Background: an optimization exercise with open tools, aiming at small area. Do not read the settings as production practice.
Only simulation tests tie the RTL to the original design; equivalence was not proved.
Power and IR drop assume default switching activity.

==> flow/design.v (excerpt) <==
module bitbang_core (
    input  wire        clk,
    input  wire        rst,           
    input  wire [10:0] host_addr,     
    input  wire        host_we,
    input  wire [31:0] host_wdata,
    input  wire        host_re,
    output reg  [31:0] host_rdata,    
    output wire        busy,
    output wire        ev_valid,
    output wire [1:0]  ev_kind,       
    output wire [2:0]  ev_role,
    output wire        ev_level,
    output wire [31:0] ev_dur,
    input  wire        ev_ack,
    input  wire        ev_fault,
    input  wire [7:0]  ev_info,
    input  wire        ev_rlevel
);
For scale: roughly 2500 flip-flops, ~130 I/O pins.
export LEC_CHECK = 0
export CAP_MARGIN = 20
export CORE_MARGIN = 2
export CORE_UTILIZATION = 70
export PLACE_DENSITY = 0.8
export SLEW_MARGIN = 20
export SYNTH_HIERARCHICAL = 1
create_clock -name core_clock -period 10.0 [get_ports {clk}]
standard.sh (not shown) runs the stock make flow with config.mk's settings and CLKGATE_MAP_FILE= SYNTH_SCRIPT=/design/flow/synth_recipe.tcl, a recipe that flattens the netlist after the stock synthesis.
==> flow/flow/run.sh <==
#!/bin/bash
# The standard layout (the standard.sh, unchanged synthesis), with two
# options passed to ORFS through its environment:
# - clock tree: clkbuf_16 sink clusters of at most 27 flip-flops within 85 um,
#   without the dummy loads CTS adds to balance the tree;
# - port buffers: sky130_fd_sc_hd__buf_1.
set -euo pipefail
export CTS_ARGS="-sink_clustering_enable -repair_clock_nets -sink_clustering_size 27 -sink_clustering_max_diameter 85 -buf_list sky130_fd_sc_hd__clkbuf_16 -dont_use_dummy_load"
export BUFFER_PORTS_ARGS="-buffer_cell sky130_fd_sc_hd__buf_1"
bash standard.sh > flow.log 2>&1
The first run completed without violations.
Then changed:
==> flow/flow/run.sh (replaced) <==
#!/bin/bash
# The standard layout (the standard.sh, unchanged synthesis), with two
# options passed to ORFS through its environment:
# - clock tree: clkbuf_16 sink clusters of at most 35 flip-flops within 55 um,
#   without the dummy loads CTS adds to balance the tree;
# - port buffers: sky130_fd_sc_hd__buf_1.
set -euo pipefail
export CTS_ARGS="-sink_clustering_enable -repair_clock_nets -sink_clustering_size 35 -sink_clustering_max_diameter 55 -buf_list \"sky130_fd_sc_hd__clkbuf_8 sky130_fd_sc_hd__clkbuf_16\" -dont_use_dummy_load"
export BUFFER_PORTS_ARGS="-buffer_cell sky130_fd_sc_hd__buf_1"
bash standard.sh > flow.log 2>&1
What happened: The new run passed the timing, design-rule and antenna checks; via count goes up by 0.65%; total power goes up by about 4.5%; clock skew goes down by 0.011 ns; clock-buffer cell count goes up by 38; combinational power is about the same; flip-flop and latch count does not change; maximum frequency goes down by 0.51%; non-clock buffer count goes down by 1; sequential share of layout area goes down by 0.65 points; global-route usage goes up by 0.45 points.

========
## exp/amber
bitbang_core, a different RTL version from the one above (not shown whole).
For scale: ~110000 µm² of cells after synthesis.
==> flow/config.mk <==
export PLATFORM = sky130hd
export DESIGN_NAME = bitbang_core
export DESIGN_NICKNAME = bitbang_core
export VERILOG_FILES = /design/flow/design.v
export SDC_FILE = /design/flow/constraint.sdc
export NUM_CORES = 8
export LEC_CHECK = 0
export CAP_MARGIN = 20
export CORE_MARGIN = 2
export CORE_UTILIZATION = 55
export PLACE_DENSITY = 0.65
export SLEW_MARGIN = 20
export SYNTH_HIERARCHICAL = 1
==> flow/constraint.sdc <==
create_clock -name core_clock -period 10.0 [get_ports {clk}]
set_input_delay 2.0000 -clock core_clock [delete_from_list [all_inputs] [get_ports {clk}]]
set_output_delay 2.0000 -clock core_clock [all_outputs]
set_load 0.01 [all_outputs]
==> flow/flow/run.sh <==
#!/bin/bash
# The standard layout (the standard.sh, unchanged synthesis), with two
# options passed to ORFS through its environment:
# - clock tree: clkbuf_16 sink clusters of at most 26 flip-flops within 90 um,
#   without the dummy loads CTS adds to balance the tree;
# - port buffers: sky130_fd_sc_hd__buf_1.
set -euo pipefail
export CTS_ARGS="-sink_clustering_enable -repair_clock_nets -sink_clustering_size 26 -sink_clustering_max_diameter 90 -buf_list sky130_fd_sc_hd__clkbuf_16 -dont_use_dummy_load"
export BUFFER_PORTS_ARGS="-buffer_cell sky130_fd_sc_hd__buf_1"
bash standard.sh > flow.log 2>&1
For exp/cedar, these inputs were changed with respect to exp/amber:
# exp/amber
export LEC_CHECK = 0
export CAP_MARGIN = 20
export CORE_MARGIN = 2
export CORE_UTILIZATION = 55
export PLACE_DENSITY = 0.65
export SLEW_MARGIN = 20
export SYNTH_HIERARCHICAL = 1
create_clock -name core_clock -period 10.0 [get_ports {clk}]
# exp/cedar
export LEC_CHECK = 0
export CAP_MARGIN = 20
export CORE_MARGIN = 2
export CORE_UTILIZATION = 60
export PLACE_DENSITY = 0.7
export SLEW_MARGIN = 20
export SYNTH_HIERARCHICAL = 1
create_clock -name core_clock -period 10.0 [get_ports {clk}]
==> comparison <==
On standard cell area after detailed placement, exp/cedar tracks exp/amber almost exactly.
Taking exp/amber as the reference, in exp/cedar met3 capacity usage during global routing grew by 3.2 points; part of the power in the clock network has decreased.
exp/cedar -> exp/amber: cell internal power dissipation flat
exp/amber and exp/cedar ended up with nearly the same clock buffer and inverter area fraction after layout.
In exp/cedar the least setup slack across all paths after layout turned out 0.057 ns lower than in exp/amber.
Cmp exp/amber and exp/cedar / global router's overall resource usage / lower: exp/amber
Between exp/amber and exp/cedar, the difference in final area is negligible.
Input-level comparison between exp/umber and exp/cedar:
# exp/cedar
export LEC_CHECK = 0
export CAP_MARGIN = 20
export CORE_MARGIN = 2
export CORE_UTILIZATION = 60
export PLACE_DENSITY = 0.7
export SLEW_MARGIN = 20
export SYNTH_HIERARCHICAL = 1
create_clock -name core_clock -period 10.0 [get_ports {clk}]
# exp/umber
export LEC_CHECK = 0
export CAP_MARGIN = 20
export CORE_MARGIN = 2
export CORE_UTILIZATION = 62
export PLACE_DENSITY = 0.78
export SLEW_MARGIN = 20
export SYNTH_HIERARCHICAL = 1
create_clock -name core_clock -period 10.0 [get_ports {clk}]
Notes after the runs:
Going from exp/cedar to exp/umber, final worst-path cycle share moved down; highest achievable clock rate level.
Compared to exp/cedar, the router laid down less metal wire for exp/umber.
Between exp/cedar and exp/umber, the placed instance area does not differ in any meaningful way.

========
Setup of run 1:
bitbang_core, a different RTL version from the one above (not shown whole).
Size in the first run: about 2,500 flip-flops, about 0.10 mm2 of cells after synthesis.
export LEC_CHECK = 0
export CAP_MARGIN = 20
export CORE_MARGIN = 2
export CORE_UTILIZATION = 57
export PLACE_DENSITY = 0.72
export SLEW_MARGIN = 20
export SYNTH_HIERARCHICAL = 1
create_clock -name core_clock -period 10.0 [get_ports {clk}]
Scripts as last shown in full above: flow/flow/run.sh
Run 1 finished all stages; the layout is clean.
What run 2 does differently from run 1 at the input level:
- swapping 57 for 60 in CORE_UTILIZATION
- swapping 0.72 for 0.7 in PLACE_DENSITY
==> notes.md <==
From run 1 to run 2 the numbers moved as follows: die area has decreased; half-perimeter wire length of the detailed placement result did not really move; critical path buffer and inverter count up 1.
Run 2 gives less total wire length than run 1 did.
Diff run 2..run 1 | power | negligible
Run 1 → run 2: layout overhead on the synthesized area did not really move; worst slew margin relative to its limit went down; final cell count went down.
#### Input delta (run 3 over run 2)
- CORE_UTILIZATION now 65, was 60
- PLACE_DENSITY now 0.76, was 0.7
--- outcome ---
Run 3 was carried through to the last stage, and its layout satisfied the timing, design-rule and antenna checks. Run 3: count of clock-net buffers in the final layout about 3.6% below run 2. Summary: with run 2 as the reference, detailed-placement wirelength estimate in run 3 moved down by a few percent. Routed wire length sits lower in run 3 than in run 2. Run 3 reports a lower maximum frequency than run 2 does. Run 3 against run 2: core utilization rose by 5.1 points; minimum setup slack in the final design now sits lower; worst-skew pair later-pin latency essentially unchanged.
diff inputs: run 3 => run 4
- changing CORE_UTILIZATION from 65 to 60
- changing PLACE_DENSITY from 0.76 to 0.7
==> flow/flow/run.sh <==
#!/bin/bash
# The standard layout (the standard.sh, unchanged synthesis), with two
# options passed to ORFS through its environment:
# - clock tree: clkbuf_16 sink clusters of at most 28 flip-flops within 95 um,
#   without the dummy loads CTS adds to balance the tree;
# - port buffers: sky130_fd_sc_hd__buf_1.
set -euo pipefail
export CTS_ARGS="-sink_clustering_enable -repair_clock_nets -sink_clustering_size 28 -sink_clustering_max_diameter 95 -buf_list sky130_fd_sc_hd__clkbuf_16 -dont_use_dummy_load"
export BUFFER_PORTS_ARGS="-buffer_cell sky130_fd_sc_hd__buf_1"
bash standard.sh > flow.log 2>&1
Results
Compared run 3 against run 4; final instance area within noise.
Fraction of final layout cells with drive strength greater than 1, run 3 and run 4, lower one = run 3.
[run 4] sequential share of cell area fell 0.17 points relative to run 3
The core of run 4 is less densely filled than that of run 3.
Compared to run 3, run 4 has worst hold slack 0.026 ns higher.
Input changes introduced in run 5 (baseline for comparison: run 4):
==> flow/flow/run.sh <==
#!/bin/bash
# The standard layout (the standard.sh, unchanged synthesis), with two
# options passed to ORFS through its environment:
# - clock tree: clkbuf_16 sink clusters of at most 25 flip-flops within 80 um,
#   without the dummy loads CTS adds to balance the tree;
# - port buffers: sky130_fd_sc_hd__buf_1.
set -euo pipefail
export CTS_ARGS="-sink_clustering_enable -repair_clock_nets -sink_clustering_size 25 -sink_clustering_max_diameter 80 -buf_list sky130_fd_sc_hd__clkbuf_16 -dont_use_dummy_load"
export BUFFER_PORTS_ARGS="-buffer_cell sky130_fd_sc_hd__buf_1"
bash standard.sh > flow.log 2>&1
- Run 5: flow completed, timing, DRC and antenna clean
- Non-clock buffer count (run 5 vs. run 4) decreases slightly
- On run 5: worst hold slack is 0.019 ns lower than what run 4 gave.
- Compare run 5 and run 4 | layout-stage area growth over the synthesis result lower: run 4

========
bitbang_core with an RTL version that a note above also has.
Size in the first run: ~2500 flip-flops, ~95000 um^2 of cells after synthesis.
clock: 10.0 ns
lec_check: 0
cap_margin: 20
core_margin: 2
core_utilization: 70
place_density: 0.8
slew_margin: 20
synth_hierarchical: 1
==> flow/flow/run.sh <==
#!/bin/bash
# The standard layout (the standard.sh, unchanged synthesis), with two
# options passed to ORFS through its environment:
# - clock tree: clkbuf_16 sink clusters of at most 35 flip-flops within 55 um,
#   without the dummy loads CTS adds to balance the tree;
# - port buffers: sky130_fd_sc_hd__buf_1.
set -euo pipefail
export CTS_ARGS="-sink_clustering_enable -repair_clock_nets -sink_clustering_size 35 -sink_clustering_max_diameter 55 -buf_list sky130_fd_sc_hd__clkbuf_16 -dont_use_dummy_load"
export BUFFER_PORTS_ARGS="-buffer_cell sky130_fd_sc_hd__buf_1"
bash standard.sh > flow.log 2>&1
Edit:
==> flow/flow/run.sh (replaced) <==
#!/bin/bash
# The standard layout (the standard.sh, unchanged synthesis), with two
# options passed to ORFS through its environment:
# - clock tree: clkbuf_16 sink clusters of at most 30 flip-flops within 50 um,
#   without the dummy loads CTS adds to balance the tree;
# - port buffers: sky130_fd_sc_hd__buf_1.
set -euo pipefail
export CTS_ARGS="-sink_clustering_enable -repair_clock_nets -sink_clustering_size 30 -sink_clustering_max_diameter 50 -buf_list sky130_fd_sc_hd__clkbuf_16 -dont_use_dummy_load"
export BUFFER_PORTS_ARGS="-buffer_cell sky130_fd_sc_hd__buf_1"
bash standard.sh > flow.log 2>&1
Outcome: The new run produced a clean layout. Final cell count stays flat. Cell area rises slightly. Setup slack is worse by 34 ps. Die area is unchanged. Non-clock buffer count is unchanged. Routed wire length stays flat. Synthesized area does not change.
Edit:
==> flow/flow/run.sh (replaced) <==
#!/bin/bash
# The standard layout (the standard.sh, unchanged synthesis), with two
# options passed to ORFS through its environment:
# - clock tree: clkbuf_16 sink clusters of at most 35 flip-flops within 55 um,
#   without the dummy loads CTS adds to balance the tree;
# - port buffers: sky130_fd_sc_hd__buf_1.
set -euo pipefail
export CTS_ARGS="-sink_clustering_enable -repair_clock_nets -sink_clustering_size 20 -sink_clustering_max_diameter 35 -buf_list sky130_fd_sc_hd__clkbuf_8 -dont_use_dummy_load"
export BUFFER_PORTS_ARGS="-buffer_cell sky130_fd_sc_hd__buf_1"
bash standard.sh > flow.log 2>&1
Effect:
- synthesized area stays the same
- design area is higher by 0.38%
- sequential share of layout area came out lower by 0.27 points
- setup slack gets better by 23 ps
- sequential cell count is unchanged
- total power goes up by about 0.8%
Edit:
==> flow/flow/run.sh (replaced) <==
#!/bin/bash
# The standard layout (the standard.sh, unchanged synthesis), with two
# options passed to ORFS through its environment:
# - clock tree: clkbuf_16 sink clusters of at most 35 flip-flops within 55 um,
#   without the dummy loads CTS adds to balance the tree;
# - port buffers: sky130_fd_sc_hd__buf_2.
set -euo pipefail
export CTS_ARGS="-sink_clustering_enable -repair_clock_nets -sink_clustering_size 35 -sink_clustering_max_diameter 55 -buf_list sky130_fd_sc_hd__clkbuf_16 -dont_use_dummy_load"
export BUFFER_PORTS_ARGS="-buffer_cell sky130_fd_sc_hd__buf_2"
bash standard.sh > flow.log 2>&1
The changed run passed the timing, design-rule and antenna checks; register-to-register slack gains 110 ps; sequential cell count stays the same; worst setup slack gains 110 ps; wire length goes up by 0.95%; count of clock-buffer cells in the layout goes down by 176; core utilization goes down by 0.37 points; critical path depth goes up by 1; area after synthesis is unchanged; fmax goes up by 1.2%; global-route usage goes up by 0.16 points.

port drivers added, routing unchanged:
The flow's constraints put no driver on any port. The routed layouts listed below were extracted and timed again, unchanged, in two steps.
Step 1: set_driving_cell puts a clkbuf_16 on clk and a buf_2 on each other input, an assumption about the parent block.
Step 2 times the ports against the registers' clock, not the clock port: input delays grow and output delays shrink by t, the midpoint of the rising clock arrivals with the driver on.
a / b / c = ideal ports / drivers / drivers and shift; a / b = the first two.
run	shift t [ns]	slack for setup (ns)	worst setup path after step 2	worst data-port slew with drivers (ns)
the first run of note 1	0.814	0.986 / 0.986 / 0.986	register to register	0.16
the second run of note 1	0.853	0.941 / 0.941 / 0.941	register to register	0.19
exp/amber	0.868	0.955 / 0.955 / 0.741	input to register	0.19
exp/cedar	0.891	0.899 / 0.899 / 0.899	register to register	0.18
exp/umber	0.860	0.926 / 0.926 / 0.807	input to register	0.23
run 1	0.875	1.255 / 1.255 / 1.255	register to register	0.16
run 2	0.878	1.151 / 1.151 / 0.972	input to register	0.17
run 3	0.834	0.852 / 0.852 / 0.852	register to register	0.21
run 4	0.862	1.166 / 1.166 / 1.153	input to register	0.15
run 5	0.905	1.230 / 1.230 / 1.230	register to register	0.15
the first run of note 4	0.853	0.941 / 0.941 / 0.941	register to register	0.19
the second run of note 4	0.873	0.906 / 0.906 / 0.906	register to register	0.17
the third run of note 4	1.091	0.929 / 0.929 / 0.929	register to register	0.16
the fourth run of note 4	0.860	1.037 / 1.037 / 1.037	register to register	0.12
After both steps every run listed still meets setup and hold. For exp/amber, which loses most, drivers alone change the setup slack by 0.000 ns; drivers and shift together by -0.214 ns.
